What follows belongs to an exercise in optimizing a design on an open flow for small area, a short achievable clock period and few clock cycles per item; a production flow would make more cautious choices.
Only simulation tests tie the RTL to the original design; equivalence was not proved.
Power and IR drop assume default switching activity.

PW:
==> flow/design.v <==
module tc_lzw_enc (
    input  wire        clk,
    input  wire        rst,         
    input  wire        in_valid,
    output wire        in_ready,
    input  wire [6:0]  in_sym,
    input  wire        in_last,
    output wire        out_valid,
    input  wire        out_ready,
    output wire [15:0] out_code,
    output wire        out_last
);
    localparam integer NENT = 256;           
    reg         ib_v;                        
    reg  [6:0]  ib_sym;
    reg         ib_last;
    reg         wv;                          
    reg  [8:0]  wc;                          
    wire [15:0] key = {wc, ib_sym};          
    reg         hv, tv;                      
    reg  [8:0]  h_code, t_code;              
    reg         h_last, t_last;
    wire fire = ib_v && (ib_last ? !hv : !tv);
    assign in_ready  = !ib_v || fire;
    assign out_valid = hv;
    assign out_code  = {7'd0, h_code};
    assign out_last  = h_last;
    reg  [8:0]  acnt;                        
    reg         pv;                          
    reg  [15:0] pkey;
    reg         full;                        
    reg  [15:0] ent [0:NENT-1];
    wire [255:0] hitv;
    reg  [15:0] vhi_gt, vhi_eq, vlo_gt;
    wire [8:0]  acnt_inc = acnt + 9'd1;
    reg  [15:0] nhi_gt, nhi_eq, nlo_gt;
    integer     m;
    always @* begin
        for (m = 0; m < 16; m = m + 1) begin
            nhi_gt[m] = acnt_inc[8] | (acnt_inc[7:4] > m);
            nhi_eq[m] = !acnt_inc[8] & (acnt_inc[7:4] == m);
            nlo_gt[m] = (acnt_inc[3:0] > m);
        end
    end
    genvar g;
    generate
        for (g = 0; g < NENT; g = g + 1) begin : g_ent
            always @(posedge clk)
                if (acnt == g)
                    ent[g] <= pkey;
            assign hitv[g] = (vhi_gt[g/16] | (vhi_eq[g/16] & vlo_gt[g%16])) &&
                             (ent[g] == key);
        end
    endgenerate
    wire phit = pv && (pkey == key);
    reg [7:0] hidx;
    integer k;
    always @* begin
        hidx = phit ? acnt[7:0] : 8'd0;
        for (k = 0; k < NENT; k = k + 1)
            if (hitv[k]) hidx = hidx | k[7:0];
    end
    wire hit = phit || (|hitv);
    reg        npush0, npush1;               
    reg [9:0]  d0, d1;                       
    always @* begin
        npush0 = 1'b0; npush1 = 1'b0;
        d0 = {1'b0, wc};
        d1 = {1'b1, 2'b00, ib_sym};
        if (fire) begin
            if (!wv) begin
                npush0 = ib_last;
                d0 = {1'b1, 2'b00, ib_sym};
            end else if (hit) begin
                npush0 = ib_last;
                d0 = {1'b1, 1'b1, hidx};
            end else begin
                npush0 = 1'b1;
                npush1 = ib_last;
            end
        end
    end
    wire learn = fire && wv && !ib_last && !hit && !full;
    wire clear = fire && (!wv || ib_last);   
    wire       pop = hv && out_ready;
    wire       rh  = pop ? tv : hv;
    wire       rt  = !pop && tv;
    always @(posedge clk) begin
        if (rst) begin
            ib_v   <= 1'b0;
            wv     <= 1'b0;
            acnt   <= 9'd0;
            pv     <= 1'b0;
            full   <= 1'b0;
            vhi_gt <= 16'd0;
            vhi_eq <= 16'd1;
            vlo_gt <= 16'd0;
            hv     <= 1'b0;
            tv     <= 1'b0;
        end else begin
            if (in_valid && in_ready) begin
                ib_v    <= 1'b1;
                ib_sym  <= in_sym;
                ib_last <= in_last;
            end else if (fire) begin
                ib_v    <= 1'b0;
            end
            if (fire) begin
                if (!wv || !hit)
                    wc <= {2'b00, ib_sym};
                else
                    wc <= {1'b1, hidx};
                wv <= !ib_last;
            end
            if (clear) begin
                acnt   <= 9'd0;
                pv     <= 1'b0;
                full   <= 1'b0;
                vhi_gt <= 16'd0;
                vhi_eq <= 16'd1;
                vlo_gt <= 16'd0;
            end else begin
                if (pv) begin
                    acnt   <= acnt_inc;
                    vhi_gt <= nhi_gt;
                    vhi_eq <= nhi_eq;
                    vlo_gt <= nlo_gt;
                end
                pv <= learn;
                if (learn) begin
                    pkey <= key;
                    full <= (acnt + {8'd0, pv} == 9'd255);
                end
            end
            hv <= rh || npush0;
            tv <= rt || (rh && npush0) || npush1;
            if (!rh) begin
                {h_last, h_code} <= d0;
                {t_last, t_code} <= d1;
            end else begin
                if (pop) {h_last, h_code} <= {t_last, t_code};
                if (!rt) {t_last, t_code} <= d0;
            end
        end
    end
endmodule
clock: 10.0 ns
lec_check: 0
cap_margin: 20
core_margin: 2
core_utilization: 55
setup_slack_margin: 5
slew_margin: 20
synth_memory_max_bits: 16384
run.sh (not shown) runs the stock make flow with config.mk's settings and CLKGATE_MAP_FILE= SYNTH_SCRIPT=/design/flow/synth_recipe.tcl, a recipe that flattens the netlist after the stock synthesis.
Testbench counts of PW, summed over its fixed seeds: cycles 33,198, bytes 33,138.
Changes in AL relative to PW:
--- a/flow/design.v
+++ b/flow/design.v
@@ -14,14 +14,27 @@
     reg         ib_v;                        
     reg  [6:0]  ib_sym;
     reg         ib_last;
+    reg         sk_v;                        
+    reg  [6:0]  sk_sym;
+    reg         sk_last;
     reg         wv;                          
     reg  [8:0]  wc;                          
     wire [15:0] key = {wc, ib_sym};          
+    function [15:0] QMASK(input integer q);
+        QMASK = (q == 1) ? 16'hffff : (q == 2) ? 16'h5555 : (q == 3) ? 16'haaaa : 16'h0000;
+    endfunction
+    reg  [8:0]  wcq  [1:3];
+    reg  [6:0]  ibq  [1:3];
+    wire [15:0] keyq [0:3];
+    assign keyq[0] = key;
+    assign keyq[1] = {wcq[1], ibq[1]};
+    assign keyq[2] = {wcq[2], ibq[2]};
+    assign keyq[3] = {wcq[3], ibq[3]};
     reg         hv, tv;                      
     reg  [8:0]  h_code, t_code;              
     reg         h_last, t_last;
     wire fire = ib_v && (ib_last ? !hv : !tv);
-    assign in_ready  = !ib_v || fire;
+    assign in_ready  = !sk_v;
     assign out_valid = hv;
     assign out_code  = {7'd0, h_code};
     assign out_last  = h_last;
@@ -47,9 +60,9 @@
         for (g = 0; g < NENT; g = g + 1) begin : g_ent
             always @(posedge clk)
                 if (acnt == g)
-                    ent[g] <= pkey;
+                    ent[g] <= pkey ^ QMASK(g / 64);
             assign hitv[g] = (vhi_gt[g/16] | (vhi_eq[g/16] & vlo_gt[g%16])) &&
-                             (ent[g] == key);
+                             (ent[g] == keyq[g / 64]);
         end
     endgenerate
     wire phit = pv && (pkey == key);
@@ -82,12 +95,17 @@
     end
     wire learn = fire && wv && !ib_last && !hit && !full;
     wire clear = fire && (!wv || ib_last);   
+    integer    qi;
+    wire [8:0] nwc = (!wv || !hit) ? {2'b00, ib_sym} : {1'b1, hidx};
+    wire       ib_load = sk_v ? fire : (in_valid && (!ib_v || fire));
+    wire [6:0] ib_src  = sk_v ? sk_sym : in_sym;
     wire       pop = hv && out_ready;
     wire       rh  = pop ? tv : hv;
     wire       rt  = !pop && tv;
     always @(posedge clk) begin
         if (rst) begin
             ib_v   <= 1'b0;
+            sk_v   <= 1'b0;
             wv     <= 1'b0;
             acnt   <= 9'd0;
             pv     <= 1'b0;
@@ -98,18 +116,26 @@
             hv     <= 1'b0;
             tv     <= 1'b0;
         end else begin
-            if (in_valid && in_ready) begin
+            if (sk_v) begin
+                if (fire) sk_v <= 1'b0;
+            end else if (in_valid && ib_v && !fire) begin
+                sk_v    <= 1'b1;
+                sk_sym  <= in_sym;
+                sk_last <= in_last;
+            end
+            if (ib_load) begin
                 ib_v    <= 1'b1;
-                ib_sym  <= in_sym;
-                ib_last <= in_last;
+                ib_sym  <= ib_src;
+                ib_last <= sk_v ? sk_last : in_last;
+                for (qi = 1; qi < 4; qi = qi + 1)
+                    ibq[qi] <= ib_src ^ QMASK(qi);
             end else if (fire) begin
                 ib_v    <= 1'b0;
             end
             if (fire) begin
-                if (!wv || !hit)
-                    wc <= {2'b00, ib_sym};
-                else
-                    wc <= {1'b1, hidx};
+                wc <= nwc;
+                for (qi = 1; qi < 4; qi = qi + 1)
+                    wcq[qi] <= nwc ^ (QMASK(qi) >> 7);
                 wv <= !ib_last;
             end
             if (clear) begin
==> summary.txt <==
AL did not stop at any stage, and its layout met the timing, design-rule and antenna checks. Die area: AL vs PW up about 2%. Compared with PW, AL shows a quantity of gates resized following cts that is 35% lower. The clock share of power in AL sits 0.8 points below the value recorded for PW. [compare] base=PW new=AL: fmax now sits higher; maximum cell stage delay along the critical path now sits at about the same level; detailed-route via count now sits higher; total power now sits lower; number of multi-input combinational cells now sits higher. Looking at cell with the biggest individual delay on the critical path, the nor4_2 result is from AL; the nand4b_1 one comes from PW.
Testbench counts of AL, summed over its fixed seeds: cycles 33,198, bytes 33,138.

==> separate check: timing with driven ports <==
How much do the figures lean on ideal ports? The routed layouts below were timed once more, with nothing changed but the port constraints.
Step 1 assumes that a clkbuf_16 drives the clock port and a buf_2 every other input.
Step 2 also shifts input and output timing later by t, the mid clock arrival at the registers, as if the neighbouring blocks saw the same clock.
Slacks: ideal / step 1 / step 2; pairs: ideal / step 1.
| run | t (ns) | slack for setup (ns) | worst setup path at the end | pins driven straight from the clock port |
|---|---|---|---|---|
| PW | 1.099 | 4.710 / 4.710 / 4.710 | register to register | 1 |
| AL | 1.099 | 4.940 / 4.940 / 4.940 | register to register | 1 |
After both steps every run listed still meets setup and hold.
